Background: an optimization exercise with open tools, aiming at a short achievable clock period and few clock cycles. Do not read the settings as production practice. Function was checked by simulation only, so behaviour that the tests miss may differ from the original. Power is estimated from default activity; no workload was simulated.

**config.mk**
```make
export PLATFORM = sky130hd
export DESIGN_NAME = pxc_decoder
export DESIGN_NICKNAME = pxc_decoder
export VERILOG_FILES = /design/flow/design.v
export SDC_FILE = /design/flow/constraint.sdc
export NUM_CORES = 4
export LEC_CHECK = 0
export ABC_CLOCK_PERIOD_IN_PS = 1800
export CAP_MARGIN = 40
export CORE_MARGIN = 2
export CORE_UTILIZATION = 50
export PLACE_DENSITY = 0.65
export SETUP_SLACK_MARGIN = 4.0
export SLEW_MARGIN = 40
```
**constraint.sdc**
```tcl
create_clock -name core_clock -period 6.5 [get_ports {clk}]
set_input_delay 1.3000 -clock core_clock [delete_from_list [all_inputs] [get_ports {clk}]]
set_output_delay 1.3000 -clock core_clock [all_outputs]
set_load 0.01 [all_outputs]
```
**design.v**
```verilog
module pxc_decoder (
    input             clk,
    input             rst,
    input             start,
    input      [3:0]  op,
    input      [4:0]  fmt,
    input      [10:0] width,
    input      [10:0] height,
    input      [23:0] in_len,
    output            busy,
    output reg        done,
    output reg [2:0]  sel_codec,
    output reg        sel_ov,
    output reg        sel_lr,
    output reg [1:0]  err,
    output reg [10:0] err_info,
    output reg        w_rsvd,
    output reg        w_dim,
    output reg        w_fmt,
    output reg        w_trunc,
    output reg        w_fallback,
    output reg [31:0] hdr,
    output            in_re,
    output     [21:0] in_addr,
    input      [31:0] in_rdata,
    output            pal_re,
    output     [7:0]  pal_raddr,
    input      [31:0] pal_rdata,
    output reg        pal_we,
    output reg [7:0]  pal_waddr,
    output reg [31:0] pal_wdata,
    output reg        out_we,
    output reg [21:0] out_addr,
    output reg [31:0] out_data
);
    localparam ERR_NONE    = 2'd0;
    localparam ERR_TRUNC   = 2'd1;
    localparam ERR_ILLEGAL = 2'd2;
    localparam C_NONE = 3'd0, C_I1 = 3'd1, C_I2 = 3'd2, C_I4 = 3'd3, C_I8 = 3'd4,
               C_565  = 3'd5, C_888 = 3'd6, C_8888 = 3'd7;
    localparam S_IDLE = 4'd0;    
    localparam S_DEC  = 4'd1;    
    localparam S_HDR  = 4'd2;    
    localparam S_WAIT = 4'd3;    
    localparam S_RES  = 4'd4;    
    localparam S_PRE  = 4'd8;    
    localparam S_INIT = 4'd5;    
    localparam S_TC   = 4'd6;    
    localparam S_IX   = 4'd7;    
    reg [3:0]  state;
    reg        busy_r;
    reg [2:0]  wcnt;
    reg [3:0]  op_r;
    reg [4:0]  fmt_r;
    reg [10:0] w_r, h_r;
    reg [23:0] len_r;
    reg        len_lt4;     
    reg [31:0] hdr_new;
    assign busy = busy_r;
    reg [12:0] mq0, mq1, mq2, mq3, mq4;
    reg [10:0] mq5;
    reg [14:0] mr0, mr1;
    reg [13:0] mr2, mr2d;
    reg [18:0] ms0;
    reg [21:0] n_r;
    always @(posedge clk) begin
        mq0  <= ({2'd0, w_r} & {13{h_r[0]}}) + ({1'b0, w_r, 1'b0} & {13{h_r[1]}});
        mq1  <= ({2'd0, w_r} & {13{h_r[2]}}) + ({1'b0, w_r, 1'b0} & {13{h_r[3]}});
        mq2  <= ({2'd0, w_r} & {13{h_r[4]}}) + ({1'b0, w_r, 1'b0} & {13{h_r[5]}});
        mq3  <= ({2'd0, w_r} & {13{h_r[6]}}) + ({1'b0, w_r, 1'b0} & {13{h_r[7]}});
        mq4  <= ({2'd0, w_r} & {13{h_r[8]}}) + ({1'b0, w_r, 1'b0} & {13{h_r[9]}});
        mq5  <= w_r & {11{h_r[10]}};
        mr0  <= {2'd0, mq0} + {mq1, 2'd0};
        mr1  <= {2'd0, mq2} + {mq3, 2'd0};
        mr2  <= {1'd0, mq4} + {1'b0, mq5, 2'd0};
        ms0  <= {4'd0, mr0} + {mr1, 4'd0};
        mr2d <= mr2;
        n_r  <= {3'd0, ms0} + {mr2d, 8'd0};
    end
    reg  [23:0] pl_r;
    always @(posedge clk)
        pl_r <= (op_r == 4'd10) ? len_r - 24'd4 : len_r;
    function automatic sum_eq;
        input [24:0] a, b, k;
        reg   [24:0] c;
        begin
            c = {(a[23:0] & b[23:0]) | ((a[23:0] ^ b[23:0]) & ~k[23:0]), 1'b0};
            sum_eq = ((a ^ b ^ k) == c);
        end
    endfunction
    reg        eq2, eq3, eq4, n_zero, n_one;
    reg [21:0] nm1;
    reg [19:0] wn1, wn2, wn4, wn8;      
    always @(posedge clk) begin
        eq2    <= ({1'b0, pl_r} == {2'b00, n_r, 1'b0});
        eq4    <= ({1'b0, pl_r} == {1'b0, n_r, 2'b00});
        eq3    <= sum_eq({3'd0, n_r}, {2'd0, n_r, 1'b0}, {1'b0, pl_r});
        n_zero <= (n_r == 22'd0);
        n_one  <= (n_r == 22'd1);
        nm1    <= n_r - 22'd1;
        wn1    <= {3'd0, n_r[21:5]} + {19'd0, n_r[4:0] != 5'd0};
        wn2    <= {2'd0, n_r[21:4]} + {19'd0, n_r[3:0] != 4'd0};
        wn4    <= {1'd0, n_r[21:3]} + {19'd0, n_r[2:0] != 3'd0};
        wn8    <= n_r[21:2] + {19'd0, n_r[1:0] != 2'd0};
    end
    reg [24:0] d_ix0, d_ix2, d_ix4, d_ix16, d_ix256, d_565, d_888, d_8888;
    reg        lt_2, lt_4, lt_16, lt_256;
    always @(posedge clk) begin
        d_ix0   <= {1'b0, pl_r} - 25'd1;
        d_ix2   <= {1'b0, pl_r} - 25'd9;
        d_ix4   <= {1'b0, pl_r} - 25'd17;
        d_ix16  <= {1'b0, pl_r} - 25'd65;
        d_ix256 <= {1'b0, pl_r} - 25'd1025;
        d_565   <= {1'b0, pl_r} - 25'd2;
        d_888   <= {1'b0, pl_r} - 25'd3;
        d_8888  <= {1'b0, pl_r} - 25'd4;
        lt_2    <= (pl_r < 24'd8);
        lt_4    <= (pl_r < 24'd16);
        lt_16   <= (pl_r < 24'd64);
        lt_256  <= (pl_r < 24'd1024);
    end
    wire       fmt_indexed = (fmt_r >= 5'd7) && (fmt_r <= 5'd10);
    reg  [2:0] r_codec;
    reg        r_ov, r_lr, r_fb;
    always @(*) begin
        r_codec = C_565;
        r_ov    = 1'b0;
        r_lr    = 1'b0;
        r_fb    = 1'b0;
        if (op_r == 4'd0) begin
            if (eq2)      r_codec = C_565;
            else if (eq3) r_codec = C_888;
            else begin    r_codec = C_565; r_fb = 1'b1; end
        end else if (op_r <= 4'd7) begin
            r_codec = op_r[2:0];
        end else if (eq2) begin
            r_codec = C_565;
            r_ov    = (fmt_r != 5'd4);
        end else if (eq4) begin
            r_codec = C_8888;
            r_ov    = (fmt_r != 5'd5);
        end else if (fmt_indexed) begin
            r_codec = fmt_r[2:0] - 3'd6;           
        end else if (fmt_r == 5'd4) begin
            if (eq3) r_codec = C_888;
            else begin r_codec = C_565; r_fb = 1'b1; end
        end else if (fmt_r == 5'd5) begin
            r_codec = C_8888;
        end else begin
            r_codec = C_565;
            r_lr    = 1'b1;
            r_fb    = 1'b1;
        end
    end
    reg [2:0]  cod;
    reg        c_ov, c_lr, c_fb;
    wire        r_ix  = (cod != C_565) && (cod != C_888) && (cod != C_8888);
    wire        r_pal = (op_r[3] && (op_r[1] || op_r[0])) && r_ix;    
    reg  [5:0]  st_bpp;
    reg  [10:0] st_pbytes;     
    reg         st_lt;         
    reg  [24:0] st_d;          
    reg  [2:0]  st_dlo;
    reg  [10:0] st_pbase;      
    reg  [7:0]  st_kmax;
    reg  [19:0] st_words;      
    always @(*) begin
        case (cod)
            C_I1:    begin st_bpp = 6'd1;  st_pbytes = 11'd8;    st_lt = lt_2;   st_kmax = 8'd1;   st_words = wn1; end
            C_I2:    begin st_bpp = 6'd2;  st_pbytes = 11'd16;   st_lt = lt_4;   st_kmax = 8'd3;   st_words = wn2; end
            C_I4:    begin st_bpp = 6'd4;  st_pbytes = 11'd64;   st_lt = lt_16;  st_kmax = 8'd15;  st_words = wn4; end
            C_I8:    begin st_bpp = 6'd8;  st_pbytes = 11'd1024; st_lt = lt_256; st_kmax = 8'd255; st_words = wn8; end
            C_565:   begin st_bpp = 6'd16; st_pbytes = 11'd0;    st_lt = 1'b0;   st_kmax = 8'd0;   st_words = 20'd0; end
            C_888:   begin st_bpp = 6'd24; st_pbytes = 11'd0;    st_lt = 1'b0;   st_kmax = 8'd0;   st_words = 20'd0; end
            default: begin st_bpp = 6'd32; st_pbytes = 11'd0;    st_lt = 1'b0;   st_kmax = 8'd0;   st_words = 20'd0; end
        endcase
        st_dlo = 3'b111;
        if (!r_ix) begin
            st_dlo = 3'b000;
            case (cod)
                C_565:   st_d = d_565;
                C_888:   st_d = d_888;
                default: st_d = d_8888;
            endcase
        end else if (!r_pal) begin
            st_d = d_ix0;
        end else begin
            case (cod)
                C_I1:    st_d = d_ix2;
                C_I2:    st_d = d_ix4;
                C_I4:    st_d = d_ix16;
                default: st_d = d_ix256;
            endcase
        end
        case (cod)
            C_I1:    st_pbase = r_pal ? 11'd8    : 11'd0;
            C_I2:    st_pbase = r_pal ? 11'd16   : 11'd0;
            C_I4:    st_pbase = r_pal ? 11'd64   : 11'd0;
            C_I8:    st_pbase = r_pal ? 11'd1024 : 11'd0;
            C_565:   st_pbase = 11'd1;
            C_888:   st_pbase = 11'd2;
            default: st_pbase = 11'd3;
        endcase
        if (op_r == 4'd10) st_pbase[2] = 1'b1;
    end
    reg  [5:0]  s_bpp;
    reg  [10:0] s_pbytes;
    reg         s_trunc;        
    reg  [24:0] s_d;
    reg  [2:0]  s_dlo;
    reg  [10:0] s_pbase;
    reg  [7:0]  s_kmax;
    reg  [19:0] s_words;
    reg         s_ix, s_pal, s_565, s_888;
    reg [21:0] t_w;
    reg [1:0]  t_b;
    reg [4:0]  x_b;
    reg [23:0] r_hi;
    reg [5:0]  r_lo;
    reg [21:0] g_left;      
    reg        g_last;      
    reg        g_any;       
    reg [5:0]  g_step;      
    reg [4:0]  g_bmask;     
    reg        g_ix;        
    reg        g_565, g_888;
    reg        g_ld;        
    reg [8:0]  g_b0;        
    reg [255:0] vld;        
    reg [3:0]   fg, fg1;    
    reg [4:0]   fg2;        
    reg [4:0]   fg_p1;      
    reg [15:0]  fg_oh, fg1_oh, fg2_oh;    
    reg [3:0]   fg_last;
    reg [31:0]  f_win;      
    reg         p_v;
    reg [7:0]   p_ent;
    reg [8:0]   p_addr;
    reg         f_done;
    reg         px_done;    
    reg [21:0]  fa;         
    reg [19:0]  f_left;     
    reg         f_any;      
    reg [31:0]  fq0, fq1, fq2, fq3;
    reg [3:0]   fq_n;       
    reg [3:0]   fq_occ;     
    reg         x_v, x_last;
    reg [7:0]   x_idx;
    reg [15:0]  x_hoh, x_loh;    
    reg [15:0]  y_hoh, y_loh;
    reg [31:0]  y_wm;            
    reg [15:0]  y_w2;            
    reg [31:0]  p_wm;            
    reg [15:0]  p_hoh, p_loh;
    reg         y_v, y_last, y_hr;
    reg [7:0]   y_idx;
    reg [8:0]   y_addr;
    reg        in_re_r;
    reg [21:0] in_addr_r;
    reg        a_v, a_px, a_hit, a_pres, a_ld, a_fetch, a_end;
    reg [1:0]  a_off;
    reg [7:0]  a_pidx, a_ldi;
    reg        b_v, b_px, b_hit, b_pres, b_ld, b_fetch, b_end;
    reg [1:0]  b_off;
    reg [7:0]  b_pidx, b_ldi;
    reg        c_v, c_px, c_hit, c_pres, c_end;
    reg [1:0]  c_off;
    reg [31:0] cur, prev;
    reg        pal_re_r;
    reg [7:0]  pal_raddr_r;
    reg        d_v, d_px, d_hit, d_pres, d_end;
    reg [31:0] d_win;
    reg [21:0] ocnt;
    assign in_re     = in_re_r;
    assign in_addr   = in_addr_r;
    assign pal_re    = pal_re_r;
    assign pal_raddr = pal_raddr_r;
    wire       g_pres = ~r_hi[23];
    wire [6:0] r_lo_nx = {1'b0, r_lo} - {1'b0, g_step};
    wire [23:0] r_hi_nx = (r_lo_nx[6] && g_pres) ? r_hi - 24'd1 : r_hi;
    wire [2:0]  t_b_nx  = {1'b0, t_b} + g_step[5:3];
    wire [21:0] t_w_nx  = t_b_nx[2] ? t_w + 22'd1 : t_w;
    wire       miss      = y_v && g_ld && !y_hr;
    wire       fetch_ok  = f_any && !fq_occ[3];
    wire       do_fetch  = !miss && fetch_ok;
    wire       do_fill   = !miss && !fetch_ok && !f_done && p_v;
    wire       f_adv     = !f_done && (&f_win[15:0]);
    wire       ix_end    = px_done && f_done;
    wire [31:0] f_set  = ({32{y_v}} & y_wm) | ({32{do_fill}} & p_wm);
    wire [15:0] f_set2 = {16{y_v}} & y_w2;
    wire        f_beyond2 = (fg2 > {1'b0, fg_last});
    reg  [15:0] f_sl2;       
    integer     gk;
    always @(*) begin
        f_sl2 = 16'd0;
        for (gk = 0; gk < 16; gk = gk + 1)
            f_sl2 = f_sl2 | (vld[16*gk +: 16] & {16{fg2_oh[gk]}});
    end
    wire [31:0] f_win_nx = f_adv ? {(f_beyond2 ? 16'hFFFF : f_sl2 | f_set2),
                                    f_win[31:16] | f_set[31:16]}
                                 : f_win | f_set;
    wire       f_adv_e = (state == S_IX) && f_adv;
    wire       x_in0   = (x_hoh & fg_oh)  != 16'd0;     
    wire       x_in1   = (x_hoh & fg1_oh) != 16'd0;     
    wire       x_in2   = (x_hoh & fg2_oh) != 16'd0;     
    wire       x_in3   = (x_hoh & {fg2_oh[14:0], 1'b0}) != 16'd0;    
    integer    gj;
    reg        x_vld;
    integer    gi;
    always @(*) begin
        x_vld = 1'b0;
        for (gi = 0; gi < 16; gi = gi + 1)
            x_vld = x_vld | (x_hoh[gi] && ((vld[16*gi +: 16] & x_loh) != 16'd0));
    end
    wire [31:0] f_pkw = f_win | ({32{y_v}} & y_wm) | ({32{p_v}} & p_wm);
    reg  [31:0] f_lz;        
    reg  [7:0]  f_qz;        
    reg  [7:0]  f_qsel;      
    reg  [31:0] pk_oh;       
    reg  [3:0]  f_m;
    integer     qi;
    always @(*) begin
        for (qi = 0; qi < 8; qi = qi + 1) begin
            f_m = f_pkw[4*qi +: 4];
            f_lz[4*qi +: 4] = {~f_m[3] & f_m[2] & f_m[1] & f_m[0], ~f_m[2] & f_m[1] & f_m[0],
                               ~f_m[1] & f_m[0], ~f_m[0]};
            f_qz[qi] = ~&f_m;
        end
        for (qi = 0; qi < 8; qi = qi + 1)
            f_qsel[qi] = f_qz[qi] && ((f_qz & ((8'd1 << qi) - 8'd1)) == 8'd0);
        for (qi = 0; qi < 8; qi = qi + 1)
            pk_oh[4*qi +: 4] = f_lz[4*qi +: 4] & {4{f_qsel[qi]}};
    end
    function automatic [3:0] enc16;
        input [15:0] oh;
        integer b;
        begin
            enc16 = 4'd0;
            for (b = 0; b < 16; b = b + 1)
                if (oh[b]) enc16 = enc16 | b[3:0];
        end
    endfunction
    wire        pk_v    = (f_qz != 8'd0);
    wire        pk_hi   = (f_qz[3:0] == 4'd0);          
    wire [15:0] pk_loh  = pk_oh[15:0] | pk_oh[31:16];
    wire [3:0]  pk_e    = enc16(pk_loh);
    wire [3:0]  pk_e1   = enc16({pk_loh[14:0], 1'b0});   
    wire [7:0]  pk_ent  = {pk_hi ? fg1 : fg, pk_e};
    wire [4:0]  pk_g1   = pk_loh[15] ? (pk_hi ? fg2 : fg_p1) : {1'b0, pk_hi ? fg1 : fg};
    wire [8:0]  pk_addr = g_b0[0] ? {pk_g1, pk_e1} : {1'b0, pk_ent};
    reg  [7:0] ibyte;
    reg  [7:0] xidx;
    always @(*) begin
        case (x_b[4:3])
            2'd0:    ibyte = fq0[7:0];
            2'd1:    ibyte = fq0[15:8];
            2'd2:    ibyte = fq0[23:16];
            default: ibyte = fq0[31:24];
        endcase
        case (g_step[3:0])
            4'd1:    xidx = {7'd0, ibyte[3'd7 - x_b[2:0]]};
            4'd2:    case (x_b[2:1])
                         2'd0:    xidx = {6'd0, ibyte[7:6]};
                         2'd1:    xidx = {6'd0, ibyte[5:4]};
                         2'd2:    xidx = {6'd0, ibyte[3:2]};
                         default: xidx = {6'd0, ibyte[1:0]};
                     endcase
            4'd4:    xidx = x_b[2] ? {4'd0, ibyte[3:0]} : {4'd0, ibyte[7:4]};
            default: xidx = ibyte;
        endcase
    end
    wire       x_wend  = &(x_b | g_bmask);             
    wire       x_go    = (state == S_IX) && g_any && (!g_pres || fq_n[0]);
    wire       x_pop   = x_go && g_pres && x_wend;
    wire       q_push  = b_v && b_fetch;
    wire [7:0] x_new   = g_pres ? xidx : 8'd0;
    always @(posedge clk) begin
        if (rst) begin
            state      <= S_IDLE;
            busy_r     <= 1'b0;
            done       <= 1'b0;
            sel_codec  <= C_NONE;
            sel_ov     <= 1'b0;
            sel_lr     <= 1'b0;
            err        <= ERR_NONE;
            err_info   <= 11'd0;
            w_rsvd     <= 1'b0;
            w_dim      <= 1'b0;
            w_fmt      <= 1'b0;
            w_trunc    <= 1'b0;
            w_fallback <= 1'b0;
            hdr        <= 32'd0;
            in_re_r    <= 1'b0;
            a_v        <= 1'b0;
            b_v        <= 1'b0;
            c_v        <= 1'b0;
            d_v        <= 1'b0;
            x_v        <= 1'b0;
            y_v        <= 1'b0;
            g_any      <= 1'b0;
            fq_n       <= 4'd0;
            fq_occ     <= 4'd0;
            pal_re_r   <= 1'b0;
            pal_we     <= 1'b0;
            out_we     <= 1'b0;
        end else begin
            done    <= 1'b0;
            in_re_r <= 1'b0;
            a_v     <= 1'b0;
            x_v     <= 1'b0;
            y_v     <= x_v;
            case (state)
                S_IDLE: begin
                    if (!busy_r && start) begin
                        busy_r  <= 1'b1;
                        state   <= S_DEC;
                        in_re_r <= (op == 4'd10);      
                    end
                end
                S_DEC: begin
                    sel_codec  <= C_NONE;
                    sel_ov     <= 1'b0;
                    sel_lr     <= 1'b0;
                    err        <= ERR_NONE;
                    err_info   <= 11'd0;
                    w_rsvd     <= 1'b0;
                    w_dim      <= 1'b0;
                    w_fmt      <= 1'b0;
                    w_trunc    <= 1'b0;
                    w_fallback <= 1'b0;
                    wcnt       <= 3'd3;
                    if (op_r > 4'd10) begin
                        err      <= ERR_ILLEGAL;
                        err_info <= {7'd0, op_r};
                        done     <= 1'b1;
                        busy_r   <= 1'b0;
                        state    <= S_IDLE;
                    end else if (op_r == 4'd10) begin
                        if (len_lt4) begin
                            err      <= ERR_TRUNC;
                            err_info <= 11'd4;
                            done     <= 1'b1;
                            busy_r   <= 1'b0;
                            state    <= S_IDLE;
                        end else begin
                            state <= S_HDR;
                        end
                    end else begin
                        if (op_r != 4'd0 && op_r[3] == 1'b0) wcnt <= 3'd2;
                        state <= S_WAIT;
                    end
                end
                S_HDR: begin
                    w_rsvd <= (in_rdata[7:5] != 3'd0);
                    w_dim  <= (in_rdata[20:10] == 11'd0) || (in_rdata[31:21] == 11'd0);
                    w_fmt  <= (in_rdata[4:0] >= 5'd11);
                    wcnt   <= 3'd4;
                    state  <= S_WAIT;
                end
                S_WAIT: begin
                    wcnt <= wcnt - 3'd1;
                    if (wcnt == 3'd0) state <= S_RES;
                end
                S_RES: begin
                    cod   <= r_codec;
                    c_ov  <= r_ov;
                    c_lr  <= r_lr;
                    c_fb  <= r_fb;
                    state <= S_PRE;
                end
                S_PRE: begin
                    s_bpp    <= st_bpp;
                    s_pbytes <= st_pbytes;
                    s_trunc  <= r_pal && st_lt;
                    s_d      <= st_d;
                    s_dlo    <= st_dlo;
                    s_pbase  <= st_pbase;
                    s_kmax   <= st_kmax;
                    s_words  <= st_words;
                    s_ix     <= r_ix;
                    s_pal    <= r_pal;
                    s_565    <= (cod == C_565);
                    s_888    <= (cod == C_888);
                    state    <= S_INIT;
                end
                S_INIT: begin
                    sel_codec  <= cod;
                    sel_ov     <= c_ov;
                    sel_lr     <= c_lr;
                    w_fallback <= c_fb;
                    t_w      <= {11'd0, s_pbase[10:2]};
                    t_b      <= s_pbase[1:0];
                    x_b      <= 5'd0;
                    r_hi     <= {{2{s_d[24]}}, s_d[24:3]};
                    r_lo     <= {s_d[2:0], s_dlo};
                    g_left   <= nm1;
                    g_last   <= n_one;
                    g_any    <= s_ix && !n_zero;
                    g_step   <= s_bpp;
                    g_bmask  <= s_bpp[4:0] - 5'd1;
                    g_ix     <= s_ix;
                    g_565    <= s_565;
                    g_888    <= s_888;
                    g_ld     <= s_pal;
                    g_b0     <= {8'd0, op_r == 4'd10};
                    vld      <= 256'd0;
                    fg       <= 4'd0;
                    fg1      <= 4'd1;
                    fg2      <= 5'd2;
                    fg_oh    <= 16'd1;
                    fg1_oh   <= 16'd2;
                    fg2_oh   <= 16'd4;
                    fg_p1    <= 5'd1;
                    fg_last  <= s_kmax[7:4];
                    f_win    <= {s_kmax[7] ? 16'h0000 : 16'hFFFF,
                                 ~(16'hFFFF >> (4'd15 - s_kmax[3:0]))};
                    p_v      <= 1'b1;
                    p_ent    <= 8'd0;
                    p_addr   <= {8'd0, op_r == 4'd10};
                    p_wm     <= 32'd1;
                    p_hoh    <= 16'd1;
                    p_loh    <= 16'd1;
                    f_done   <= !s_pal;
                    px_done  <= n_zero;
                    fa       <= {11'd0, s_pbase[10:2]};
                    f_left   <= s_words;
                    f_any    <= s_ix && !n_zero;
                    ocnt     <= 22'd0;
                    if (op_r == 4'd8) begin
                        done   <= 1'b1;
                        busy_r <= 1'b0;
                        state  <= S_IDLE;
                    end else if (s_trunc) begin
                        err       <= ERR_TRUNC;
                        err_info  <= s_pbytes;
                        sel_codec <= C_NONE;
                        done      <= 1'b1;
                        busy_r    <= 1'b0;
                        state     <= S_IDLE;
                    end else begin
                        if (op_r == 4'd10) hdr <= hdr_new;
                        if (s_ix) begin
                            state <= S_IX;
                        end else if (!n_zero) begin
                            state <= S_TC;
                        end else begin
                            done   <= 1'b1;
                            busy_r <= 1'b0;
                            state  <= S_IDLE;
                        end
                    end
                end
                S_TC: begin
                    in_re_r <= g_pres;
                    a_v     <= 1'b1;
                    a_px    <= 1'b1;
                    a_hit   <= 1'b0;
                    a_pres  <= g_pres;
                    a_ld    <= 1'b0;
                    a_fetch <= 1'b0;
                    a_end   <= g_last;
                    a_off   <= t_b;
                    if (!g_pres) w_trunc <= 1'b1;
                    t_w     <= t_w_nx;
                    t_b     <= t_b_nx[1:0];
                    r_lo    <= r_lo_nx[5:0];
                    r_hi    <= r_hi_nx;
                    g_left  <= g_left - 22'd1;
                    g_last  <= (g_left == 22'd1);
                    if (g_last) state <= S_IDLE;
                end
                S_IX: begin
                    if (x_go) begin
                        x_v    <= 1'b1;
                        x_idx  <= x_new;
                        x_hoh  <= 16'd1 << x_new[7:4];
                        x_loh  <= 16'd1 << x_new[3:0];
                        x_last <= g_last;
                        if (!g_pres) w_trunc <= 1'b1;
                        x_b    <= x_b + g_step[4:0];
                        r_lo   <= r_lo_nx[5:0];
                        r_hi   <= r_hi_nx;
                        g_left <= g_left - 22'd1;
                        g_last <= (g_left == 22'd1);
                        if (g_last) g_any <= 1'b0;
                    end
                    in_re_r <= miss || do_fetch || do_fill;
                    a_v     <= 1'b1;
                    a_px    <= y_v;
                    a_hit   <= !miss;
                    a_pres  <= 1'b1;
                    a_ld    <= miss || do_fill;
                    a_fetch <= do_fetch;
                    a_end   <= ix_end;
                    for (gj = 0; gj < 16; gj = gj + 1)
                        vld[16*gj +: 16] <= vld[16*gj +: 16] |
                                            ({16{y_v && y_hoh[gj]}} & y_loh) |
                                            ({16{do_fill && p_hoh[gj]}} & p_loh);
                    if (do_fetch) begin
                        fa     <= fa + 22'd1;
                        f_left <= f_left - 20'd1;
                        f_any  <= (f_left != 20'd1);
                    end
                    if (f_adv) begin
                        if (fg == fg_last) f_done <= 1'b1;
                        fg  <= fg1;
                        fg1 <= fg2[3:0];
                        fg2 <= fg2 + 5'd1;
                        fg_oh  <= fg1_oh;
                        fg1_oh <= fg2_oh;
                        fg2_oh <= {fg2_oh[14:0], 1'b0};
                        fg_p1 <= fg2;
                    end
                    f_win  <= f_win_nx;
                    p_v    <= pk_v;
                    p_ent  <= pk_ent;
                    p_wm   <= f_adv ? {16'd0, pk_oh[31:16]} : pk_oh;
                    p_hoh  <= pk_hi ? fg1_oh : fg_oh;
                    p_loh  <= pk_loh;
                    p_addr <= pk_addr;
                    if (y_v && y_last) px_done <= 1'b1;
                    if (ix_end) state <= S_IDLE;
                end
                default: state <= S_IDLE;
            endcase
            b_v      <= a_v;
            c_v      <= b_v;
            pal_we   <= b_v && b_ld;
            pal_re_r <= b_v && b_px && b_hit;
            d_v      <= c_v;
            out_we <= d_v && d_px;
            if (d_v && d_px) ocnt <= ocnt + 22'd1;
            if (d_v && d_end) begin
                done   <= 1'b1;
                busy_r <= 1'b0;
            end
            if (state == S_INIT) begin
                fq_n   <= 4'd0;
                fq_occ <= 4'd0;
            end else begin
                if (q_push && !x_pop)      fq_n <= {fq_n[2:0], 1'b1};
                else if (!q_push && x_pop) fq_n <= {1'b0, fq_n[3:1]};
                if (state == S_IX && do_fetch && !x_pop)      fq_occ <= {fq_occ[2:0], 1'b1};
                else if (!(state == S_IX && do_fetch) && x_pop) fq_occ <= {1'b0, fq_occ[3:1]};
            end
        end
        if (!busy_r) begin
            op_r  <= op;
            fmt_r <= fmt;
            w_r   <= width;
            h_r   <= height;
            len_r <= in_len;
            len_lt4 <= (in_len[23:2] == 22'd0);
        end else if (state == S_HDR) begin
            hdr_new <= in_rdata;
            fmt_r   <= in_rdata[4:0];
            w_r     <= in_rdata[20:10];
            h_r     <= in_rdata[31:21];
        end
        if (!busy_r)        in_addr_r <= 22'd0;
        else if (!g_ix)     in_addr_r <= t_w;
        else if (miss)      in_addr_r <= {13'd0, y_addr};
        else if (fetch_ok)  in_addr_r <= fa;
        else                in_addr_r <= {13'd0, p_addr};
        if (miss) a_ldi <= y_idx;
        else      a_ldi <= p_ent;
        a_pidx <= y_idx;
        y_idx  <= x_idx;
        y_hoh  <= x_hoh;
        y_loh  <= x_loh;
        y_wm   <= {x_loh & {16{f_adv_e ? x_in2 : x_in1}}, x_loh & {16{f_adv_e ? x_in1 : x_in0}}};
        y_w2   <= x_loh & {16{f_adv_e ? x_in3 : x_in2}};
        y_last <= x_last;
        y_addr <= {1'b0, x_idx} + g_b0;
        y_hr   <= x_vld || (y_v && y_idx == x_idx) || (do_fill && p_ent == x_idx);
        if (x_pop) begin
            fq0 <= (q_push && fq_n[1:0] == 2'b01) ? in_rdata : fq1;
            fq1 <= (q_push && fq_n[2:1] == 2'b01) ? in_rdata : fq2;
            fq2 <= (q_push && fq_n[3:2] == 2'b01) ? in_rdata : fq3;
            fq3 <= in_rdata;
        end else if (q_push) begin
            if (!fq_n[0])             fq0 <= in_rdata;
            if (fq_n[1:0] == 2'b01)   fq1 <= in_rdata;
            if (fq_n[2:1] == 2'b01)   fq2 <= in_rdata;
            if (fq_n[3:2] == 2'b01)   fq3 <= in_rdata;
        end
        b_px    <= a_px;
        b_hit   <= a_hit;
        b_pres  <= a_pres;
        b_ld    <= a_ld;
        b_fetch <= a_fetch;
        b_end   <= a_end;
        b_off   <= a_off;
        b_pidx  <= a_pidx;
        b_ldi   <= a_ldi;
        c_px        <= b_px;
        c_hit       <= b_hit;
        c_pres      <= b_pres;
        c_end       <= b_end;
        c_off       <= b_off;
        cur         <= in_rdata;
        prev        <= cur;
        pal_waddr   <= b_ldi;
        pal_wdata   <= {in_rdata[31:24], in_rdata[7:0], in_rdata[15:8], in_rdata[23:16]};
        pal_raddr_r <= b_pidx;
        d_px   <= c_px;
        d_hit  <= c_hit;
        d_pres <= c_pres;
        d_end  <= c_end;
        d_win  <= win;
        out_addr <= ocnt;
        if (d_hit)        out_data <= pal_rdata;
        else if (!d_pres) out_data <= 32'd0;
        else if (g_565)   out_data <= {8'hFF, d_win[4:0], d_win[4:2], d_win[10:5], d_win[10:9],
                                       d_win[15:11], d_win[15:13]};
        else if (g_888)   out_data <= {8'hFF, d_win[23:0]};
        else              out_data <= d_win;
    end
    reg [31:0] win;
    always @(*) begin
        if (g_ix)
            win = pal_wdata;
        else if (g_565)
            win = c_off[1] ? {16'd0, cur[31:16]} : {16'd0, cur[15:0]};
        else if (g_888)
            case (c_off)
                2'd0:    win = {8'd0, cur[7:0], prev[31:16]};
                2'd1:    win = {8'd0, cur[15:0], prev[31:24]};
                2'd2:    win = {8'd0, cur[23:0]};
                default: win = {8'd0, cur[31:8]};
            endcase
        else
            win = cur;
    end
endmodule
```
**run.sh**
```bash
#!/bin/bash
# synth_recipe.tcl (not shown) runs the flow's synth.tcl, then flattens the netlist and writes it again
# the make line also repeats each setting of config.mk as NAME=value (left out here)
make -C /OpenROAD-flow-scripts/flow DESIGN_CONFIG=/design/flow/config.mk WORK_HOME=/design/flow/orfs CLKGATE_MAP_FILE= SYNTH_SCRIPT=/design/flow/synth_recipe.tcl finish
```
==> impl_metrics.json, run 1 <==
{
  "die_y_um": 402,
  "place_worst_setup_slack_ps": 2380,
  "hold_viol_final": 0,
  "yosysSeqAreaShare": 0.566,
  "start_util": 0.502,
  "worstSkewPairLatency_ps": 820,
  "hold_path.class": "flop to flop",
  "synth-simple-area-share": 0.132,
  "yosysWarnings": 1,
  "whs_ps": 302,
  "grt_pass1_wl_mm": 394,
  "clock_path_buffers": 3,
  "p_leak_nw": 37.1,
  "synth_top_family_by_area": "simple AND/OR/NAND/NOR gates",
  "grt_use_met3": 0.0881,
  "drtIter0Drc": 8361,
  "grt_start_max_net_pins": 97,
  "yosys.area_share.xor_xnor": 0.0588,
  "routabilityCongestion": 1.00,
  "area_delta_synth_final_pct": 25.2,
  "gr-usage-met1": 0.434,
  "worst_pin_slew_ps": 1080,
  "critPathKind": "flop to flop",
  "synth_fa_ha_area_frac": 0.0403,
  "syn_area_um2": 79300,
  "drtPass1Iterations": 12,
  "cp.required_ps": 7060,
  "tritoncts": "done",
  "die_area_um2": 162000,
  "totalWireLength_mm": 273,
  "peakVddDrop_mv": 0.371,
  "synth-compound-area-share": 0.132,
  "fin_util": 0.629,
  "layout-drive-gt1-share": 0.260,
  "power_density_nw_per_um2": 340,
  "async_flop_share": 0,
  "busiest_layer": "met2",
  "drcViolationCount": 0,
  "fin_area_um2": 99400,
  "synth_cells": 7260,
  "crit_fanout": 8,
  "synth_edf_count": 910,
  "maxCapViolCount": 0,
  "clock-root-buffer": "clkbuf_16",
  "use_met2": 0.488,
  "num-fill-cells": 12300,
  "syn_area_per_cell_um2": 10.9,
  "ant_nets": 0,
  "grt_overflow": 0,
  "period_share": 0.439,
  "final_common_cell": "edfxtp_1",
  "cts_hold_buffers": 0,
  "clock-sinks": 1789,
  "viasPerCell": 6.28,
  "drv_slew": 0,
  "setup_viol": 0,
  "period_needed_ps": 2850,
  "fin_ws_ps": 3650,
  "status": "timing/DRC/antenna clean",
  "cts-buffers-inserted": 186,
  "setup_tns_ps": 0,
  "timing.slew.headroom": 0.282,
  "cp-end-kind": "flop",
  "port-buffer-count": 302,
  "io-pin-count": 307,
  "rsz0062_at_grt": "yes",
  "worstPathArrival_ps": 3410,
  "final_cell_mix": "edfxtp_1, dfxtp_1, nor2_1, nand2_1, xnor2_1",
  "cp-start-kind": "flop",
  "place_hpwl_mm": 171,
  "synth_flop_cell": "edfxtp_1",
  "skew_ps": 31.8,
  "fp-row-count": 146,
  "antenna_found_initial": 11,
  "ys_ff_latch": 1789,
  "dieWidth_um": 402,
  "synth_mux_area_frac": 0.0374,
  "max_freq_ghz": 0.351,
  "vias": 62800,
  "htreeDepth": 4,
  "layout.nets": 8126,
  "grt_usage": 0.324,
  "placed_area_um2": 84600,
  "wire_per_inst_um": 27.3,
  "synth_cell_types": 89,
  "first_global_vias": 59600,
  "clk_pin_slew_ps": 60,
  "core_area_um2": 158000
}
[stage by stage]
step           cells  total power [mW]
6_report       10000              33.8
2_1_floorplan   7263              19.8
4_1_cts         9908              33.4
3_5_place_dp    9275              22.2
5_1_grt        10000              35.3
3_3_place_gp    9244              22.0
[synthesized netlist by cell type, types with 94 or more instances]
master    count  area share
edfxtp_1    910        0.34
dfxtp_1     879        0.22
nor2_1      721       0.034
nand2_1     643       0.030
clkbuf_1    396       0.019
xnor2_1     383       0.042
a221oi_1    346       0.038
o21ai_0     322       0.020
a21oi_1     263       0.017
a22oi_1     262       0.025
and2_1      244       0.019
ha_1        201       0.032
inv_1       186      0.0088
nand3_1     168       0.011
mux2_2      162       0.023
xor2_1      150       0.017
nor3_1      125      0.0079
mux2i_1      94       0.012
[cell families (layout without fill, tap and decap cells)]
kind of cell,Yosys count,in the layout
flops,1789,1789
buf+inv,694,1341
compound gates,1492,1497
mux,265,265
simple gates,2251,2267
other cells,1,10
fa+ha+maj,235,235
xor+xnor,533,533
[per-layer routing]
| metal | vias to the layer above | part of all wire | routed length, um |
|---|---|---|---|
| li1 | 27400 | - | - |
| met1 | 30500 | 0.39 | 107000 |
| met2 | 3867 | 0.44 | 120000 |
| met3 | 1049 | 0.11 | 31200 |
| met4 | 14 | 0.055 | 15000 |
| met5 | - | 0.0014 | 378 |
[cell type report]
class,count,area (um2),area share
Clock inverter,81,713,0.00718
Inverter,206,813,0.00819
Antenna cell,6,15.0,0.000151
Clock buffer,269,5440,0.0547
Timing Repair Buffer,783,8390,0.0844
Multi-Input combinational cell,4801,36100,0.363
Sequential cell,1789,45300,0.456
Timing Repair inverter,2,17.5,0.000176
Tap cell,2072,2590,0.0261
[repair_timing]
item                                    4_1_cts  5_1_grt
pin swaps                                   302      217
cloned                                       43        6
buffers inserted                            240       87
resized for setup                          1679      450
endpoints found under the setup margin     1441      914
[sequential cells by signal, summed over array words and instances, names as in the netlist, 25 cells and up]
signal,count
fq2,32
fq0,32
d_win,32
y_wm,32
f_win,32
hdr_new,32
s_d,25
hdr,32
d_8888,25
d_888,25
out_data,32
fq3,32
vld,256
cur,31
fq1,32
p_wm,32
[critical path, stage by stage (launching register included)]
cell,delay (ps)
edfxtp_1,400
buf_12,160
mux4_2,570
mux2i_1,270
buf_4,160
buf_4,100
buf_6,80
a211oi_2,50
o21a_1,220
a211oi_4,170
buf_6,170
or3b_4,180
nor2_2,40
[power by group]
part | switching [mW] | internal (mW)
clock | 4.61 | 6.09
sequential | 1.23 | 13.6
combinational | 4.56 | 3.76
total | 10.4 | 23.4
[final timing paths]
| check | start | endpoint | slack [ps] | cells after the start |
|---|---|---|---|---|
| setup / recovery | x_b[3] | x_loh[9] | 3650 | 12 |
| hold / removal | ms0[3] | n_r[3] | 300 | 0 |
| setup reg to reg | x_b[3] | x_loh[9] | 3650 | 12 |
| hold reg to reg | ms0[3] | n_r[3] | 300 | 0 |
Testbench counts, summed over its fixed seeds: cycles 86,281.
==> run 2: changes to the inputs <==
--- a/design.v
+++ b/design.v
@@ -345,7 +345,23 @@
     wire [15:0] pk_loh  = pk_oh[15:0] | pk_oh[31:16];
-    wire [3:0]  pk_e    = enc16(pk_loh);
-    wire [3:0]  pk_e1   = enc16({pk_loh[14:0], 1'b0});   
-    wire [7:0]  pk_ent  = {pk_hi ? fg1 : fg, pk_e};
-    wire [4:0]  pk_g1   = pk_loh[15] ? (pk_hi ? fg2 : fg_p1) : {1'b0, pk_hi ? fg1 : fg};
-    wire [8:0]  pk_addr = g_b0[0] ? {pk_g1, pk_e1} : {1'b0, pk_ent};
+    reg  [7:0]  pk_ent;
+    reg  [8:0]  pk_addr;
+    reg  [1:0]  q_z;
+    reg  [7:0]  q_ent;
+    reg  [8:0]  q_addr;
+    integer     qa;
+    always @(*) begin
+        pk_ent  = 8'd0;
+        pk_addr = 9'd0;
+        for (qa = 0; qa < 8; qa = qa + 1) begin
+            q_z   = {f_lz[4*qa + 3] | f_lz[4*qa + 2], f_lz[4*qa + 3] | f_lz[4*qa + 1]};
+            q_ent = {qa < 4 ? fg : fg1, qa[1:0], q_z};
+            if (!g_b0[0])       q_addr = {1'b0, q_ent};
+            else if (q_z != 2'd3) q_addr = {1'b0, q_ent[7:2], q_z + 2'd1};
+            else if (qa == 3)   q_addr = {fg_p1, 4'd0};
+            else if (qa == 7)   q_addr = {fg2, 4'd0};
+            else                q_addr = {1'b0, qa < 4 ? fg : fg1, qa[1:0] + 2'd1, 2'd0};
+            pk_ent  = pk_ent  | (q_ent  & {8{f_qsel[qa]}});
+            pk_addr = pk_addr | (q_addr & {9{f_qsel[qa]}});
+        end
+    end
     reg  [7:0] ibyte;
--- a/config.mk
+++ b/config.mk
@@ -12,3 +12,3 @@
 export PLACE_DENSITY = 0.65
-export SETUP_SLACK_MARGIN = 4.0
+export SETUP_SLACK_MARGIN = 3.8
 export SLEW_MARGIN = 40
==> run 2 against run 1 <==
  * Register-to-register slack got worse by 220 ps
  * Still clean on timing, DRC and antenna
  * Critical endpoint is now p_wm[7]
  * Final cell count down 0.92%
  * Die area increased by 1.0%
==> impl_metrics.json, run 2 <==
{
  "async_flop_share": 0,
  "status": "timing/DRC/antenna clean",
  "grt_usage": 0.307,
  "io-pin-count": 307,
  "core_area_um2": 159000,
  "worst_pin_slew_ps": 975,
  "antenna_found_initial": 11,
  "skew_ps": 31.0,
  "layout-drive-gt1-share": 0.168,
  "hold_viol_final": 0,
  "fin_ws_ps": 3430,
  "cts_hold_buffers": 0,
  "ant_nets": 0,
  "synth_cells": 7376,
  "hold_path.class": "flop to flop",
  "vias": 62100,
  "power_mw": 33.7,
  "peakVddDrop_mv": 0.316,
  "power_density_nw_per_um2": 356,
  "cp-start-kind": "flop",
  "synth_edf_count": 910,
  "setup_viol": 0,
  "clock-sinks": 1789,
  "clk_pin_slew_ps": 60,
  "critPathKind": "flop to flop",
  "drcViolationCount": 0,
  "area_delta_synth_final_pct": 18.1,
  "grt_pass1_wl_mm": 381,
  "maxCapViolCount": 0,
  "first_global_vias": 59200,
  "cp.required_ps": 7170,
  "worstReg2RegStart": "p_v",
  "syn_area_per_cell_um2": 10.9,
  "worstPathArrival_ps": 3740,
  "die_area_um2": 164000,
  "fp-row-count": 146,
  "num-fill-cells": 12900,
  "cts-buffers-inserted": 185,
  "htreeDepth": 4,
  "yosysSeqAreaShare": 0.560,
  "place_hpwl_mm": 170,
  "wire_per_inst_um": 26.1,
  "p_leak_nw": 34.8,
  "die_y_um": 404,
  "clock_path_buffers": 3,
  "place_worst_setup_slack_ps": 2370,
  "yosysWarnings": 1,
  "rsz0062_at_grt": "yes",
  "drtPass1Iterations": 8,
  "drv_slew": 0,
  "period_share": 0.472,
  "synth_common_cells": "edfxtp_1, dfxtp_1, nor2_1",
  "largest_reg_flops": 256,
  "syn_area_um2": 80200,
  "synth_flop_cell": "edfxtp_1",
  "setup_tns_ps": 0,
  "r2r_cells": 13,
  "grt_overflow": 0,
  "worstSkewPairLatency_ps": 820,
  "dieWidth_um": 404,
  "timing.slew.headroom": 0.350,
  "drtIter0Drc": 8585,
  "final_common_cell": "edfxtp_1",
  "fin_util": 0.596,
  "crit_fanout": 5,
  "synth_top_area_share": 0.341,
  "fin_area_um2": 94700,
  "reg2reg_slack_ps": 3430,
  "yosys.cell_count.top_type": "edfxtp_1",
  "synth_top_area_cell": "edfxtp_1",
  "cp-end-kind": "flop",
  "final_cell_mix": "edfxtp_1, dfxtp_1, nor2_1, nand2_1, xnor2_1",
  "top_register": "vld",
  "max_freq_ghz": 0.326,
  "hold_path_end": "mr2d[9]",
  "routabilityCongestion": 0.978,
  "viasPerCell": 6.26,
  "synth_cell_types": 85,
  "holdPathStages": 0,
  "grt_start_max_net_pins": 97,
  "layout.nets": 8048,
  "period_needed_ps": 3070,
  "tritoncts": "done",
  "ys_ff_latch": 1789,
  "clock-root-buffer": "clkbuf_16",
  "r2r_end": "p_wm[7]",
  "hold_start": "mr2[9]",
  "totalWireLength_mm": 258,
  "ys_top_cells_by_area": "edfxtp_1, dfxtp_1, xnor2_1, a221oi_1, nor2_1",
  "port-buffer-count": 302,
  "start_util": 0.505,
  "placed_area_um2": 85300
}
==> run 2: changes by cell type after synthesis, sizes merged, moves of 9 or more <==
| cell | change |
|---|---|
| and2 | -14 |
| a211oi | -20 |
| o211ai | +14 |
| mux2i | +12 |
| o22ai | +9 |
| o21a | +10 |
| nor2b | +15 |
| a32oi | +13 |
| a22oi | -50 |
| a22o | +12 |
| nand3 | +16 |
| a221o | +24 |
==> run 2: through the flow <==
step | hold slack [ps] | std cells
after floorplan | 310 | 7379
after global placement | 312 | 9356
after detailed placement | 312 | 9382
after CTS | 324 | 9846
after global routing | 324 | 9917
final | 324 | 9917
==> run 2: logic make-up after synthesis <==
family	Yosys count	synth area share
flops	1789	0.560
other cells	1	0.0000468
compound gates	1536	0.134
fa+ha+maj	243	0.0411
mux	280	0.0389
xor+xnor	535	0.0585
simple gates	2285	0.133
buf+inv	707	0.0340
==> run 2: critical path, stage by stage, from the launching register on <==
cell      delay [ps]
edfxtp_1         390
buf_12           160
buf_12           130
buf_16           130
a221oi_4          70
buf_4            160
or4_4            590
nor4_4           340
buf_4            170
buf_6            110
nand2_4           40
or3_4            360
o21a_1           190
nor2_1            90
==> run 2: routing by layer <==
metal / routed length, um / track usage / part of all wire / vias up
li1: - / - / - / 27400
met1: 101000 / 0.405 / 0.39 / 30300
met2: 118000 / 0.485 / 0.46 / 3556
met3: 25500 / 0.0679 / 0.099 / 784
met4: 13400 / 0.139 / 0.052 / 2
met5: 13 / 0.00119 / 0.000050 / -
==> run 2: worst max-delay path by stage <==
stage	startpoint	to	slack [ps]	cells past startpoint
after global routing	p_v	p_addr[1]	3350	12
after global placement	rst	vld[167]	2190	4
after detailed placement	p_v	p_wm[11]	2370	8
after floorplan	rst	f_win[0]	-990	3
after CTS	p_v	p_addr[1]	3540	12
final	p_v	p_wm[7]	3430	13
==> run 2: timing repair <==
action / CTS / global route
pin swaps: 29 / 79
setup endpoints to repair: 1603 / 581
gates cloned: 9 / 8
buffers inserted: 107 / 58
gates resized for setup: 932 / 220
==> run 2: report_power, final <==
group          total, mW  switching (mW)  internal (mW)
registers           15.1            1.40           13.7
clock network       10.9            4.52           6.42
logic               7.65            4.28           3.36
total               33.7            10.2           23.5
==> run 2: cell type report <==
cell class                 instances  area [um2]  area share
clock inverter                    75         808     0.00854
sequential                      1789       45100       0.476
clock buffer                     273        5520      0.0583
antenna                            1        2.50   0.0000264
timing repair buffer             601        5430      0.0574
inverter                         216         835     0.00881
multi-input combinational       4890       34400       0.363
tap                             2072        2590      0.0274
Testbench counts of run 2, summed over its fixed seeds: cycles 86,281.

re-timing with driven ports:
The results above use ideal ports. As a check the final layouts listed here were re-extracted and re-timed, cells and wires unchanged. Step 1 (the two cells are an assumption about what drives the block):
set clk [get_ports {clk}]
set_driving_cell -lib_cell sky130_fd_sc_hd__clkbuf_16 $clk
set_driving_cell -lib_cell sky130_fd_sc_hd__buf_2 [delete_from_list [all_inputs] $clk]
Step 2 times the ports against the registers' clock, not the clock port: input delays grow and output delays shrink by t, the midpoint of the rising clock arrivals with the driver on. Three values: ideal, step 1, step 2; two values: the first two.
run | t, ns | setup slack, ns | worst data-port slew with drivers (ns) | cell pins on the clock port's net
run 1 | 0.893 | 3.649 / 3.649 / 3.132 | 0.20 | 1
run 2 | 0.881 | 3.433 / 3.433 / 3.072 | 0.12 | 1
After both steps every run listed still meets setup and hold. The setup slack of run 1, which loses most, moves by 0.000 ns with the drivers and by -0.517 ns with both steps.
